Background: an optimization exercise with open tools, aiming at small area, a short achievable clock period and few clock cycles. Do not read the settings as production practice. Only simulation tests tie the RTL to the original design; equivalence was not proved.

rev 12:
// bmp_reduce
module bmp_reduce #(
    parameter MAXW = 128
) (
    input  wire       clk,
    input  wire       rst,
    input  wire       start,
    input  wire [7:0] cfg_width,      
    input  wire       cfg_bpp4,       
    input  wire [1:0] cfg_dither,     
    input  wire [6:0] cfg_bright,     
    input  wire [6:0] cfg_contrast,   
    input  wire       cfg_order,      
    input  wire       cfg_invert,     
    input  wire       in_valid,
    output wire       in_ready,
    input  wire [7:0] in_b,
    input  wire [7:0] in_g,
    input  wire [7:0] in_r,
    output reg        out_valid,
    input  wire       out_ready,
    output wire [7:0] out_data
);
For scale: roughly 3800 cells after synthesis, about 1100 flip-flops, about 66 I/O pins.
==> flow/config.mk <==
export PLATFORM = sky130hd
export DESIGN_NAME = bmp_reduce
export DESIGN_NICKNAME = bmp_reduce
export VERILOG_FILES = /design/flow/design.v
export SDC_FILE = /design/flow/constraint.sdc
export NUM_CORES = 4
export LEC_CHECK = 0
export CAP_MARGIN = 20
export CORE_MARGIN = 2
export CORE_UTILIZATION = 60
export CTS_CLUSTER_DIAMETER = 80
export CTS_CLUSTER_SIZE = 30
export SLEW_MARGIN = 20
==> flow/constraint.sdc <==
create_clock -name core_clock -period 46.0 [get_ports {clk}]
set_input_delay 9.2000 -clock core_clock [delete_from_list [all_inputs] [get_ports {clk}]]
set_output_delay 9.2000 -clock core_clock [all_outputs]
set_load 0.01 [all_outputs]
standard.sh (not shown) runs the stock make flow with config.mk's settings and CLKGATE_MAP_FILE= SYNTH_SCRIPT=/design/flow/synth_recipe.tcl, a recipe that flattens the netlist after the stock synthesis.
==> flow/flow/run.sh <==
#!/bin/bash
# Standard layout, but the port buffers are buf_2 cells instead of the
# buffer_ports default (clkdlybuf4s50_1), which is slower and larger.
set -euo pipefail
export BUFFER_PORTS_ARGS="-buffer_cell sky130_fd_sc_hd__buf_2"
bash standard.sh > flow_standard.log 2>&1
Testbench counts of rev 12, summed over its fixed seeds: cycles 30,136.
### rev 12 -> rev 13
Settings: swapping 60 for 72 in CORE_UTILIZATION.
Notes after the runs:
The relative slew slack number comes out higher for rev 12 vs rev 13. Max post-layout minimum cycle time across rev 13 and rev 12: rev 13. Rev 12 → rev 13: effective utilization at floorplan picked up an extra 12 points; post-route cell area lost about 0.56%; flip-flop and latch count after synthesis neither gained nor lost much; total clock sinks neither gained nor lost much.

Another version of the RTL of bmp_reduce (not shown whole).
Size in the first run: about 1100 flip-flops, ~66 I/O pins, ~41000 µm² of cells after synthesis.
==> flow/config.mk <==
export PLATFORM = sky130hd
export DESIGN_NAME = bmp_reduce
export DESIGN_NICKNAME = bmp_reduce
export VERILOG_FILES = /design/flow/design.v
export SDC_FILE = /design/flow/constraint.sdc
export NUM_CORES = 4
export LEC_CHECK = 0
export CAP_MARGIN = 20
export CORE_MARGIN = 2
export CORE_UTILIZATION = 60
export CTS_CLUSTER_DIAMETER = 200
export CTS_CLUSTER_SIZE = 30
export SLEW_MARGIN = 20
==> flow/constraint.sdc <==
create_clock -name core_clock -period 46.0 [get_ports {clk}]
set_input_delay 9.2000 -clock core_clock [delete_from_list [all_inputs] [get_ports {clk}]]
set_output_delay 9.2000 -clock core_clock [all_outputs]
set_load 0.01 [all_outputs]
Scripts as last shown in full above: flow/flow/run.sh
The baseline passed the timing, design-rule and antenna checks.
Testbench counts at the start, summed over its fixed seeds: cycles 30,096.
Rerun with:
Settings changed: CTS_CLUSTER_DIAMETER 200 to 50, CTS_CLUSTER_SIZE 30 to 36.
Routed wire length went up by 2.3%. Cell area increases by 4.7%. Global-route usage came out higher by 0.65 points. Die area stays the same.
Rerun with:
==> flow/flow/run.sh (replaced) <==
#!/bin/bash
# Standard layout, but the port buffers are buf_1 cells instead of the
# buffer_ports default (clkdlybuf4s50_1), which is slower and larger.
set -euo pipefail
export BUFFER_PORTS_ARGS="-buffer_cell sky130_fd_sc_hd__buf_1"
bash standard.sh > flow_standard.log 2>&1
Settings changed: CTS_CLUSTER_DIAMETER 50 to 110, CTS_CLUSTER_SIZE 36 to 32.
After rerunning: The new run finished clean; register-to-register slack gains 0.13 ns; setup slack loses 0.013 ns; final area came out lower by 4.4%; flip-flop and latch count does not change; via count came out lower by 0.90%; die area is unchanged.
Rerun with:
==> flow/flow/run.sh (replaced) <==
#!/bin/bash
# Standard layout, but the port buffers are buf_2 cells instead of the
# buffer_ports default (clkdlybuf4s50_1), which is slower and larger.
set -euo pipefail
export BUFFER_PORTS_ARGS="-buffer_cell sky130_fd_sc_hd__buf_2"
bash standard.sh > flow_standard.log 2>&1
Outcome: The new run ran to the end with no violations. Global-route usage is higher by 0.16 points. Die area stays the same. Wire length went up by 0.85%. Final area hardly moves. Sequential cell count stays the same. Sequential share of layout area came out lower by 0.14 points. Setup slack improved by 0.041 ns. Register-to-register slack is worse by 0.14 ns.

[what the ideal ports hide]
How much do the figures lean on ideal ports? The routed layouts below were timed once more, with nothing changed but the port constraints. Step 1: set_driving_cell puts a clkbuf_16 on clk and a buf_2 on each other input, an assumption about the parent block. Step 2 also shifts input and output timing later by t, the mid clock arrival at the registers, as if the neighbouring blocks saw the same clock. a / b / c = no drivers / after step 1 / after step 2; a / b = the first two.
run | shift t [ns] | setup WS [ns] | clock arrival spread, ns | pins driven straight from the clock port
rev 12 | 0.699 | 35.584 / 35.519 / 35.440 | 0.077 / 0.078 | 1
rev 13 | 0.707 | 35.556 / 35.489 / 35.390 | 0.079 / 0.080 | 1
the first run of note 2 | 0.677 | 35.622 / 35.559 / 35.316 | 0.027 / 0.028 | 1
the second run of note 2 | 0.703 | 35.633 / 35.570 / 35.299 | 0.087 / 0.087 | 1
the third run of note 2 | 0.677 | 35.620 / 35.553 / 35.274 | 0.080 / 0.080 | 1
the fourth run of note 2 | 0.669 | 35.661 / 35.597 / 35.291 | 0.063 / 0.063 | 1
After both steps setup and hold are still met in every run listed. The setup slack of the fourth run of note 2, which loses most, moves by -0.064 ns with the drivers and by -0.370 ns with both steps.
